What follows belongs to an exercise in optimizing a design on an open flow for small area, a short achievable clock period and few clock cycles per item; a production flow would make more cautious choices. In this exercise RTL edits were held to simulation tests only and were not proved equivalent to the original. Power and IR drop assume default switching activity.

--- flow/design.v ---
module iwp_cmd_core (
    input  wire        clk,
    input  wire        rst,
    input  wire        cmd_valid,
    output wire        cmd_ready,
    input  wire [7:0]  cmd_op,
    input  wire [31:0] cmd_arg0,
    input  wire [31:0] cmd_arg1,
    input  wire [31:0] cmd_arg2,
    input  wire [31:0] cmd_arg3,
    input  wire [63:0] cmd_now,
    output reg         rsp_valid,
    output reg  [31:0] rsp_q0,
    output wire [31:0] rsp_q1,
    output wire [31:0] rsp_q2,
    output wire [31:0] rsp_q3,
    output wire [7:0]  rsp_status
);
    localparam [1:0] STOPPED = 2'd0;
    localparam [1:0] PAUSED  = 2'd1;
    localparam [1:0] PLAYING = 2'd2;
    localparam [39:0] NT = 40'd999999999999;    
    localparam [20:0] NX = 21'd2000000;         
    reg  [15:0] q1;
    reg  [1:0]  q2;
    reg         st_nz, st_ref;
    assign rsp_q1     = {16'd0, q1};
    assign rsp_q2     = {30'd0, q2};
    assign rsp_q3     = 32'd0;
    assign rsp_status = {st_nz, st_nz, st_nz, st_ref, st_ref, st_ref, st_ref, st_ref};
    reg [1:0]  seq_state;
    reg [15:0] seq_index;
    reg [15:0] seq_n;
    reg        n_nz;             
    reg        seq_loop;
    reg [19:0] seq_fps;
    reg [13:0] seq_speed;
    reg [63:0] seq_last;
    reg [15:0] tx_maxdg;
    reg [31:0] tx_scan_hz;
    reg        tx_session;
    reg [31:0] tx_ndgram;
    reg [19:0] tx_period;
    reg        ready_q;
    reg        s_v;
    reg [7:0]  s_op;
    reg [31:0] s_a0, s_a1, s_a2, s_a3;
    reg [63:0] s_now;
    reg        op_w2s, op_tx, op_upd, op_set;    
    reg        s_triv;                           
    assign cmd_ready = ready_q;
    reg         m_ph0, m_ph1;    
    reg         m_r;             
    reg         t_mul1, t_mul2, t_start, t_div;    
    reg  [33:0] rmul;            
    wire        r1 = m_r && t_mul1;
    wire        r2 = m_r && t_mul2;
    wire [15:0] ma = ({16{m_ph0}} & s_a0[15:0]) | ({16{m_ph1}} & s_a1[15:0]) |
                     ({16{m_r}} & {2'd0, seq_speed});
    wire [15:0] mb = ({16{m_ph0}} & s_a2[15:0]) | ({16{m_ph1}} & s_a3[15:0]) |
                     ({16{r1}} & {12'd0, seq_fps[19:16]}) | ({16{r2}} & seq_fps[15:0]);
    wire [33:0] madd = r2 ? {rmul[17:0], 16'd0} : 34'd0;
    wire [33:0] mp = ma * mb + madd;
    wire        w2s_bad = s_a2[15:0] == 16'd0 || s_a3[15:0] == 16'd0;
    wire [15:0] w2s_q   = w2s_bad ? 16'd0 : mp[31:16];
    reg  [26:0] tf;              
    reg  [33:0] rem;
    reg  [4:0]  pos;             
    reg         nb;              
    reg         dmode;
    reg  [1:0]  txst;            
    reg         xq0;             
    wire [33:0] dd = dmode ? {14'd0, tx_scan_hz[19:0]} : rmul;
    function nbit(input md, input [4:0] p);
        nbit = md ? (p < 5'd21 && NX[p]) : NT[p];
    endfunction
    wire [4:0]  p1    = pos - 5'd1;
    wire [26:0] p1dec = 27'd1 << p1;
    wire [34:0] tr1   = {rem, nb};
    wire [35:0] df1   = {1'b0, tr1} - {2'd0, dd};
    wire        ge1   = !df1[35];
    wire [33:0] rem_n = ge1 ? df1[33:0] : tr1[33:0];
    wire [26:0] qset  = p1dec & {27{ge1}};
    wire        div_run = t_div || txst == 2'd1;
    reg  [5:0]  rb;              
    reg  [4:0]  hb;              
    integer i;
    always @(*) begin
        rb = 6'd0;
        for (i = 0; i < 34; i = i + 1) if (rmul[i]) rb = i + 1;
        hb = 5'd0;
        for (i = 0; i < 20; i = i + 1) if (s_a0[i]) hb = i + 1;
    end
    wire [4:0]  tnp   = 6'd41 - rb;               
    wire [33:0] tinit = NT >> tnp;
    wire [4:0]  xnp   = 5'd22 - hb;               
    wire [33:0] xinit = {13'd0, NX >> xnp};
    wire [19:0] per_r = tx_period + {19'd0, xq0 && (rem != 34'd0 || tx_period[0])};
    wire [26:0] tmask = t_div ? ~(27'h7ffffff << pos) :
                        (t_mul1 || t_mul2 || t_start) ? 27'h7ffffff : 27'd0;
    wire [26:0] qhi   = tf | tmask;
    wire [65:0] ys    = {2'b00, s_now} + {2'b11, ~seq_last} + {39'h7fffffffff, ~qhi} + 66'd1;
    wire [65:0] ns    = {2'b00, s_now} + {2'b11, ~seq_last} + {39'h7fffffffff, ~tf} + 66'd1;
    wire        d_yes = !ys[65];
    wire        d_no  = ns[65];
    wire        playing = seq_state == PLAYING;
    wire        upd_go  = playing && n_nz;
    wire [16:0] idx_p1    = {1'b0, seq_index} + 17'd1;
    wire        adv_in    = idx_p1 < {1'b0, seq_n};
    wire [15:0] nm1       = seq_n - 16'd1;
    wire [15:0] adv_index = adv_in ? idx_p1[15:0] : (seq_loop ? 16'd0 : nm1);
    wire [1:0]  adv_state = (!adv_in && !seq_loop && playing) ? PAUSED : seq_state;
    wire        adv_chg   = adv_index != seq_index;
    wire [15:0] prev_index = (seq_index == 16'd0) ? nm1 : seq_index - 16'd1;
    wire [19:0] fps_c = (s_a0 < 32'd100) ? 20'd100 : (s_a0 > 32'd1000000) ? 20'd1000000 : s_a0[19:0];
    wire [13:0] spd_c = (s_a0 < 32'd100) ? 14'd100 : (s_a0 > 32'd10000) ? 14'd10000 : s_a0[13:0];
    wire [15:0] xa = s_a0[15:0];
    wire [15:0] xb = s_a1[15:0];
    wire        a_gt = xa > 16'd255;
    reg [31:0] rd_val;
    reg        rd_ok;
    always @(*) begin
        rd_ok  = 1'b1;
        rd_val = 32'd0;
        case (s_a0[7:0])
            8'h00: rd_val = {24'd0, rsp_status};
            8'h01: rd_val = rsp_q0;
            8'h02: rd_val = {16'd0, q1};
            8'h03: rd_val = {30'd0, q2};
            8'h04: rd_val = 32'd0;
            8'h08: rd_val = s_a0;
            8'h09: rd_val = s_a1;
            8'h0A: rd_val = s_a2;
            8'h0B: rd_val = s_a3;
            8'h20: rd_val = {30'd0, seq_state};
            8'h21: rd_val = {16'd0, seq_index};
            8'h22: rd_val = {31'd0, seq_loop};
            8'h23: rd_val = {12'd0, seq_fps};
            8'h24: rd_val = {18'd0, seq_speed};
            8'h25: rd_val = seq_last[31:0];
            8'h26: rd_val = seq_last[63:32];
            8'h27: rd_val = {16'd0, seq_n};
            8'h30: rd_val = {16'd0, tx_maxdg};
            8'h31: rd_val = tx_scan_hz;
            8'h32: rd_val = {12'd0, tx_period};
            8'h33: rd_val = {31'd0, tx_session};
            8'h34: rd_val = tx_ndgram;
            8'h10, 8'h11, 8'h12,
            8'h40, 8'h41, 8'h42,
            8'h48, 8'h49, 8'h4A, 8'h4B, 8'h4C, 8'h4D, 8'h4E, 8'h4F, 8'h50,
            8'h60: rd_val = 32'd0;
            default: rd_ok = 1'b0;
        endcase
    end
    wire tx_fin  = s_v && op_tx && (s_triv || txst == 2'd2);
    wire upd_fin = !upd_go || d_yes || d_no;
    wire fin     = s_v && (op_w2s ? m_ph1 : op_tx ? (s_triv || txst == 2'd2) :
                           op_upd ? upd_fin : 1'b1);
    wire upd_adv = s_v && op_upd && upd_go && d_yes;
    wire tpend_n = (s_v && op_set) || t_mul1 || t_mul2 || t_start || (t_div && pos != 5'd1);
    wire play_n  = (playing || (s_v && s_op == 8'h41)) && (n_nz || (s_v && s_op == 8'h40));
    wire in_w2s  = cmd_op == 8'h12;
    wire in_mc   = in_w2s ||
                   ((cmd_op == 8'h30 || cmd_op == 8'h31) && cmd_arg0[31:20] == 12'd0) ||
                   (cmd_op == 8'h44 && tpend_n && play_n);
    wire will_fin = s_v && (m_ph0 || (op_tx && txst == 2'd1 && pos == 5'd1));
    reg  n_ph0, n_ph1;
    always @(*) begin
        if (ready_q) begin
            n_ph0 = cmd_valid && in_w2s;
            n_ph1 = 1'b0;
        end else begin
            n_ph0 = 1'b0;
            n_ph1 = m_ph0;
        end
    end
    reg [31:0] q0_n;
    reg        q0_we;
    always @(*) begin
        q0_we = 1'b1;
        q0_n  = 32'd0;
        case (s_op)
            8'h10, 8'h11: q0_n = {16'd0, ~xa[15], xa[14:0]};
            8'h13: q0_n = {16'd0, s_a0[7:0], s_a0[7:0]};
            8'h14: q0_n = {16'd0, a_gt ? {8'd0, xa[15:8]} : xa};
            8'h15: q0_n = {16'd0, s_a1[0] ? 16'd0 : a_gt ? xa : {xa[7:0], xa[7:0]}};
            8'h30, 8'h31: q0_n = s_triv ? 32'd1 : {12'd0, per_r};
            8'h33: q0_n = {31'd0, tx_session};
            8'h40: q0_n = {16'd0, s_a0[15:0]};
            8'h41: q0_n = {30'd0, PLAYING};
            8'h42: q0_n = {30'd0, playing ? PAUSED : seq_state};
            8'h43: q0_n = 32'd0;
            8'h44: q0_n = {31'd0, upd_go && d_yes && adv_chg};
            8'h45: q0_n = {16'd0, n_nz ? adv_index : seq_index};
            8'h46: q0_n = {16'd0, n_nz ? prev_index : seq_index};
            8'h47: q0_n = {12'd0, fps_c};
            8'h48: q0_n = {18'd0, spd_c};
            8'h49: q0_n = {31'd0, s_a0[0]};
            8'h4A: q0_n = {16'd0, seq_index};
            8'h50: q0_n = rd_ok ? rd_val : 32'd0;
            default: q0_we = 1'b0;
        endcase
    end
    always @(posedge clk) begin
        if (ready_q) begin
            op_w2s <= in_w2s;
            op_tx  <= cmd_op == 8'h30 || cmd_op == 8'h31;
            op_upd <= cmd_op == 8'h44;
            op_set <= cmd_op == 8'h47 || cmd_op == 8'h48;
            s_triv <= cmd_arg0 == 32'd0 || cmd_arg0 > 32'd1000000;
            s_op   <= cmd_op;
            s_a0   <= cmd_arg0;
            s_a1   <= cmd_arg1;
            s_a2   <= cmd_arg2;
            s_a3   <= cmd_arg3;
            s_now  <= cmd_now;
        end
    end
    always @(posedge clk) begin
        if (rst) begin
            ready_q    <= 1'b1;
            s_v        <= 1'b0;
            m_ph0      <= 1'b0;
            m_ph1      <= 1'b0;
            m_r        <= 1'b1;
            t_mul1     <= 1'b0;
            t_mul2     <= 1'b0;
            t_start    <= 1'b0;
            t_div      <= 1'b0;
            txst       <= 2'd0;
            dmode      <= 1'b0;
            xq0        <= 1'b0;
            nb         <= 1'b0;
            pos        <= 5'd0;
            rem        <= 34'd0;
            rmul       <= 34'd30000000;
            tf         <= 27'd33333;
            seq_state  <= STOPPED;
            seq_index  <= 16'd0;
            seq_n      <= 16'd0;
            n_nz       <= 1'b0;
            seq_loop   <= 1'b1;
            seq_fps    <= 20'd30000;
            seq_speed  <= 14'd1000;
            seq_last   <= 64'd0;
            tx_maxdg   <= 16'd1023;
            tx_scan_hz <= 32'd0;
            tx_session <= 1'b0;
            tx_ndgram  <= 32'd0;
            tx_period  <= 20'd1;
            rsp_valid  <= 1'b0;
            rsp_q0     <= 32'd0;
            q1         <= 16'd0;
            q2         <= 2'd0;
            st_nz      <= 1'b0;
            st_ref     <= 1'b0;
        end else begin
            m_ph0 <= n_ph0;
            m_ph1 <= n_ph1;
            m_r   <= !(n_ph0 || n_ph1);
            if (ready_q) begin
                s_v     <= cmd_valid;
                ready_q <= !(cmd_valid && in_mc);
            end else if (fin) begin
                s_v     <= 1'b0;
                ready_q <= 1'b1;
            end else begin
                ready_q <= will_fin;
            end
            if (r1) begin
                rmul   <= mp;
                t_mul1 <= 1'b0;
                t_mul2 <= 1'b1;
            end
            if (r2) begin
                rmul    <= mp;
                t_mul2  <= 1'b0;
                t_start <= 1'b1;
            end
            if (t_start && txst == 2'd0) begin
                dmode   <= 1'b0;
                pos     <= tnp;
                nb      <= NT[tnp - 5'd1];
                rem     <= tinit;
                t_start <= 1'b0;
                t_div   <= 1'b1;
            end
            if (div_run) begin
                rem <= rem_n;
                pos <= p1;
                nb  <= nbit(dmode, pos - 5'd2);
                if (dmode) {tx_period, xq0} <= {tx_period, xq0} | qset[20:0];
                else       tf        <= tf | qset;
                if (pos == 5'd1) begin
                    if (dmode) txst  <= 2'd2;
                    else       t_div <= 1'b0;
                end
            end
            if (s_v && op_tx) begin
                tx_scan_hz <= s_a0;
                if (s_triv) begin
                    tx_period <= 20'd1;
                end else if (txst == 2'd0) begin
                    if (t_start || (t_div && pos != 5'd1)) begin
                        t_start <= 1'b1;
                        t_div   <= 1'b0;
                        tf      <= 27'd0;
                    end
                    dmode     <= 1'b1;
                    pos       <= xnp;
                    nb        <= NX[xnp - 5'd1];
                    rem       <= xinit;
                    tx_period <= 20'd0;
                    xq0       <= 1'b0;
                    txst      <= 2'd1;
                end else if (txst == 2'd2) begin
                    tx_period <= per_r;
                    txst      <= 2'd0;
                end
            end
            if (tx_fin && (s_op[0] == 1'b0 || tx_session)) begin
                tx_ndgram  <= tx_ndgram + 32'd1;
                tx_session <= 1'b1;
            end
            rsp_valid <= fin;
            if (m_ph0)
                rsp_q0 <= {16'd0, w2s_q};
            else if (s_v && q0_we && fin)
                rsp_q0 <= q0_n;
            if (m_ph1)
                q1 <= w2s_q;
            else if (s_v && (s_op == 8'h10 || s_op == 8'h11))
                q1 <= 16'h8000 - xb;
            else if (s_v && op_upd && fin)
                q1 <= upd_adv ? adv_index : seq_index;
            else if (s_v && s_op == 8'h4A)
                q1 <= seq_n;
            if (fin) begin
                st_nz  <= 1'b0;
                st_ref <= 1'b0;
            end
            if (s_v) begin
                case (s_op)
                    8'h12: if (m_ph1 && w2s_bad) st_nz <= 1'b1;
                    8'h33: if (tx_session) begin
                        tx_session <= 1'b0;
                        tx_ndgram  <= tx_ndgram + 32'd1;
                    end
                    8'h34: begin
                        if (s_a0 >= 32'd11 && s_a0 <= 32'd65535)
                            tx_maxdg <= s_a0[15:0];
                        else
                            st_nz <= 1'b1;
                    end
                    8'h40: begin
                        seq_n     <= s_a0[15:0];
                        n_nz      <= s_a0[15:0] != 16'd0;
                        seq_index <= 16'd0;
                        seq_state <= STOPPED;
                    end
                    8'h41: if (!playing) begin
                        seq_state <= PLAYING;
                        seq_last  <= s_now;
                    end
                    8'h42: if (playing) seq_state <= PAUSED;
                    8'h43: begin
                        seq_state <= STOPPED;
                        seq_index <= 16'd0;
                    end
                    8'h45: if (n_nz) begin
                        seq_index <= adv_index;
                        seq_state <= adv_state;
                    end
                    8'h46: if (n_nz) seq_index <= prev_index;
                    8'h47: seq_fps   <= fps_c;
                    8'h48: seq_speed <= spd_c;
                    8'h49: seq_loop  <= s_a0[0];
                    8'h4A: q2 <= seq_state;
                    8'h50: if (!rd_ok) st_nz <= 1'b1;
                    8'h00, 8'h10, 8'h11, 8'h13, 8'h14, 8'h15,
                    8'h30, 8'h31, 8'h44: ;
                    default: begin
                        st_nz  <= 1'b1;
                        st_ref <= 1'b1;
                    end
                endcase
                if (op_set) begin
                    t_mul1  <= 1'b1;
                    t_mul2  <= 1'b0;
                    t_start <= 1'b0;
                    t_div   <= 1'b0;
                    tf      <= 27'd0;
                end
            end
            if (upd_adv) begin
                seq_index <= adv_index;
                seq_state <= adv_state;
                seq_last  <= s_now;
            end
        end
    end
endmodule
--- flow/flow/run.sh ---
#!/bin/bash
# Layout flow: the standard ORFS flow (standard.sh, with its unchanged synthesis), changed
# only in how the layout is made:
#  - the port buffers are buf_4 cells instead of buffer_ports' default delay cell;
set -euo pipefail
export BUFFER_PORTS_ARGS="-buffer_cell sky130_fd_sc_hd__buf_4"
export SETUP_SLACK_MARGIN=17
bash standard.sh > standard.log 2>&1
--- flow/standard.sh ---
#!/bin/bash
# synth_recipe.tcl (not shown) runs the flow's synth.tcl, then flattens the netlist and writes it again
# the make line also repeats each setting of config.mk as NAME=value (left out here)
make -C /OpenROAD-flow-scripts/flow DESIGN_CONFIG=/design/flow/config.mk WORK_HOME=/design/flow/orfs CLKGATE_MAP_FILE= SYNTH_SCRIPT=/design/flow/synth_recipe.tcl "${@:-finish}"
--- flow/config.mk ---
export PLATFORM = sky130hd
export DESIGN_NAME = iwp_cmd_core
export DESIGN_NICKNAME = iwp_cmd_core
export VERILOG_FILES = /design/flow/design.v
export SDC_FILE = /design/flow/constraint.sdc
export NUM_CORES = 4
export LEC_CHECK = 0
export CAP_MARGIN = 20
export CORE_MARGIN = 2
export CORE_UTILIZATION = 40
export SLEW_MARGIN = 20
--- flow/constraint.sdc ---
create_clock -name core_clock -period 24.0 [get_ports {clk}]
set_input_delay 4.8000 -clock core_clock [delete_from_list [all_inputs] [get_ports {clk}]]
set_output_delay 4.8000 -clock core_clock [all_outputs]
set_load 0.01 [all_outputs]
==> summary.txt <==
## worst paths after layout
check	start	to	slack (ns)	depth (start not counted)
hold reg to reg	seq_last[4]	seq_last[4]	0.45	2
setup reg to reg	s_a0[6]	q1[6]	16.69	25
setup / recovery	s_a0[6]	q1[6]	16.69	25
hold / removal	seq_last[4]	seq_last[4]	0.45	2
## power by group through the flow
stage | clock [mW] | sequential, mW | combinational [mW]
6_report | 1.15 | 1.11 | 0.261
3_5_place_dp | 0 | 1.13 | 0.244
2_1_floorplan | 0 | 1.11 | 0.162
4_1_cts | 1.16 | 1.11 | 0.250
5_1_grt | 1.19 | 1.11 | 0.278
3_3_place_gp | 0 | 1.13 | 0.244
## synth_stat cells, types with 14 or more instances
cell       instances
inv_1            452
nand2b_1          69
mux2_2            28
dfxtp_1          402
a311oi_1          16
a221oi_1          86
edfxtp_1         205
nor3_1           121
nor2b_1           36
a211oi_1         101
and3_1            72
buf_2             31
ha_1             319
nor4_1            68
o21ai_0          241
a22oi_1          122
a2111oi_0         14
clkbuf_1         316
nand2_1          872
fa_1             212
or3_1             33
nand4_1           61
nor2_1           542
nand3_1          148
a21o_1            71
buf_1             19
and2_1            46
a211o_1           35
o21bai_1          21
mux2i_1           71
o21a_1            31
xor2_1            89
o211ai_1          57
buf_4             89
a222oi_1          31
o22ai_1           34
a22o_1            23
a31oi_1           56
or2_2             16
a21oi_1          559
xnor2_1          124
o31ai_1           24
## per-stage QoR
stage,std cells,hold WS [ns],util
final,8084,0.451,0.469
after detailed placement,7785,0.444,0.428
after CTS,8016,0.452,0.460
after floorplan,6239,0.432,-
after global routing,8077,0.476,0.469
after global placement,7785,0.439,0.428
## worst min-delay path, delay by kind of cell (launching register included)
kind | cells | cell delay [ns]
AO/OA/AOI/OAI | 1 | 0.05
flip-flops | 1 | 0.31
AND/OR/NAND/NOR | 1 | 0.05
## kinds of logic (layout without fill, tap and decap cells)
logic type	Yosys count	after routing	share of synthesized area
XOR/XNOR	213	213	0.0375
AO/OA/AOI/OAI	1664	1665	0.220
multiplexers	101	101	0.0213
other	1	85	0.0000754
buffers and inverters	914	1113	0.0772
adder cells (fa/ha/maj)	531	531	0.166
AND/OR/NAND/NOR	2131	2132	0.192
flip-flops	607	607	0.286
## registers in the layout (all words and copies together), names as in the netlist, 27 cells and up
register / flops
tx_scan_hz: 32
s_a3: 32
seq_last: 64
s_a1: 32
s_now: 64
s_a0: 32
tx_ndgram: 32
rmul: 34
tf: 27
rsp_q0: 32
rem: 34
s_a2: 32
## routing by layer
| metal | wire length, µm | vias up | share of wire | global-route usage |
|---|---|---|---|---|
| met3 | 22800 | 647 | 0.10 | 0.0694 |
| met2 | 95200 | 2887 | 0.42 | 0.502 |
| met4 | 18200 | 10 | 0.081 | 0.237 |
| met5 | 62 | - | 0.00028 | 0 |
| li1 | - | 22200 | - | - |
| met1 | 89100 | 24100 | 0.40 | 0.449 |
## cell type report
type                            instances  area share
Antenna cell                            7    0.000303
Clock buffer                           97      0.0345
Clock inverter                         37     0.00687
Inverter                              453      0.0294
Multi-Input combinational cell       4720       0.573
Sequential cell                       607       0.246
Tap cell                             1637      0.0354
Timing Repair Buffer                  526      0.0752
## what timing repair did
action | in CTS | in global routing
resized for setup | 166 | 122
gates cloned | 7 | 4
buffers inserted | 90 | 57
pin swaps | 84 | 96
setup endpoints to repair | 151 | 146
==> qor.yml <==
clock_network:
  holdBufCountCts: 0
  cts_tree: "done"
  htree_levels: 3
  clk-insertion-delay-late_ns: 0.68
  cts_sinks: 607
  cts_buffers: 72
  clk_path_buf_depth: 3
  cts.clk_slew.worst_paths_ns: 0.06
  cts-root-buf: "clkbuf_16"
critical_path:
  cp.required_ns: 24.51
  startpoint_type: "register"
  critPathKind: "reg2reg"
  crit_path_max_fanout: 14
  arrival_ns: 7.82
  slowest_stage: "xor2_1"
  worst_path_most_repeated_cell: "fa_1"
  cpPeakStageDelay_ns: 0.56
  critPathTopFamily: "adder cells"
  endpoint_kind: "register"
  crit_buf_inv: 5
cells_and_area:
  final_design_area_no_fill_um2: 57900
  fillers: 12300
  syn_to_final_growth_pct: 16.4
  seq_area_um2: 14200
  final_common_cell: "nand2_1"
  final_cell_mix: "nand2_1, a21oi_1, nor2_1"
  multi_input_area_um2: 33100
  layout.nets: 7114
  drive_gt1_frac: 0.144
synth:
  synth_top_area_cell: "dfxtp_1"
  yosysSeqAreaShare: 0.286
  synth_top_area_share: 0.162
  yosys-top-cells-area: "dfxtp_1, edfxtp_1, fa_1"
  synthArstFlopShare: 0
  ys_types: 99
  synth_edf_count: 205
  syn_area_um2: 49700
  synth_flop_cell: "dfxtp_1"
  synth_cells: 6162
  synth-seq-cells: 607
  ys.warnings.count: 1
  syn_area_per_cell_um2: 8.07
power_and_ir_drop:
  p_int_mw: 1.82
  p_total_mw: 2.52
  clkPwrFrac: 0.455
  power_leakage_nw: 23.1
  p_comb_frac: 0.104
  power_frac_seq: 0.441
  p_per_area_nw_per_um2: 43.5
  ir_worst_vdd_mv: 0.0590
  swShare: 0.275
  p_sw_uw: 692
grt:
  antenna_found_initial: 13
  grt_usage: 0.342
  grt_pass1_vias: 46800
  grt_pass1_wl_mm: 322
  grt-ovfl-total: 0
  grt_max_degree: 97
flow_run:
  max-cap-violations: 0
routing:
  drtAntennaViolNets: 0
  drt-initial-drc-count: 7038
  drt_wl_total_mm: 225
  wire_per_inst_um: 27.9
  via_count: 49800
  drt_pre_antenna_iters: 8
  drc: 0
  viasPerCell: 6.16
sta:
  layout_setup_ws_ns: 16.69
  finalSetupTns_ns: 0
  fin_crit_ns: 7.31
  slew_viol_final: 0
  worst_pin_slew_ns: 1.18
  slew_headroom: 0.208
  finClkSkew_ns: 0.0313
  rsz0062_at_grt: "yes"
  hold_viol: 0
  period_share: 0.305
  setup_viol: 0
  max_freq_mhz: 137
place:
  port_buffers: 262
  dp_slack_ns: 15.32
  globalplace.congestion: 1.02
  dp_hpwl_mm: 169
  dpl_cell_area_um2: 52900
die:
  coreArea_um2: 123000
  initial_core_util: 0.403
  io_pins: 341
  die_x_um: 357
  dieArea_um2: 127000
  die_h_um: 357
  row_count: 129
run_status:
  run_status: "timing/DRC/antenna clean"
hold_path:
  min_path_type: "reg2reg"
Testbench counts, summed over its fixed seeds: cycles 18,933, commands 16,000.

-- separate check: timing with driven ports --
The results above use ideal ports. As a check the final layout listed here was re-extracted and re-timed, cells and wires unchanged.
Step 1 (the two cells are an assumption about what drives the block):
set clk [get_ports {clk}]
set_driving_cell -lib_cell sky130_fd_sc_hd__clkbuf_16 $clk
set_driving_cell -lib_cell sky130_fd_sc_hd__buf_2 [delete_from_list [all_inputs] $clk]
Step 2 times the ports against the registers' clock, not the clock port: input delays grow and output delays shrink by t, the midpoint of the rising clock arrivals with the driver on.
Slacks: no drivers / after step 1 / after step 2; pairs: no drivers / after step 1.
shift t [ns]: 0.747
slack for setup (ns): 16.692 / 16.692 / 16.578
cell pins on the clock port's net: 1
After both steps setup and hold are still met in this run. The setup slack of this run moves by 0.000 ns with the drivers and by -0.114 ns with both steps.
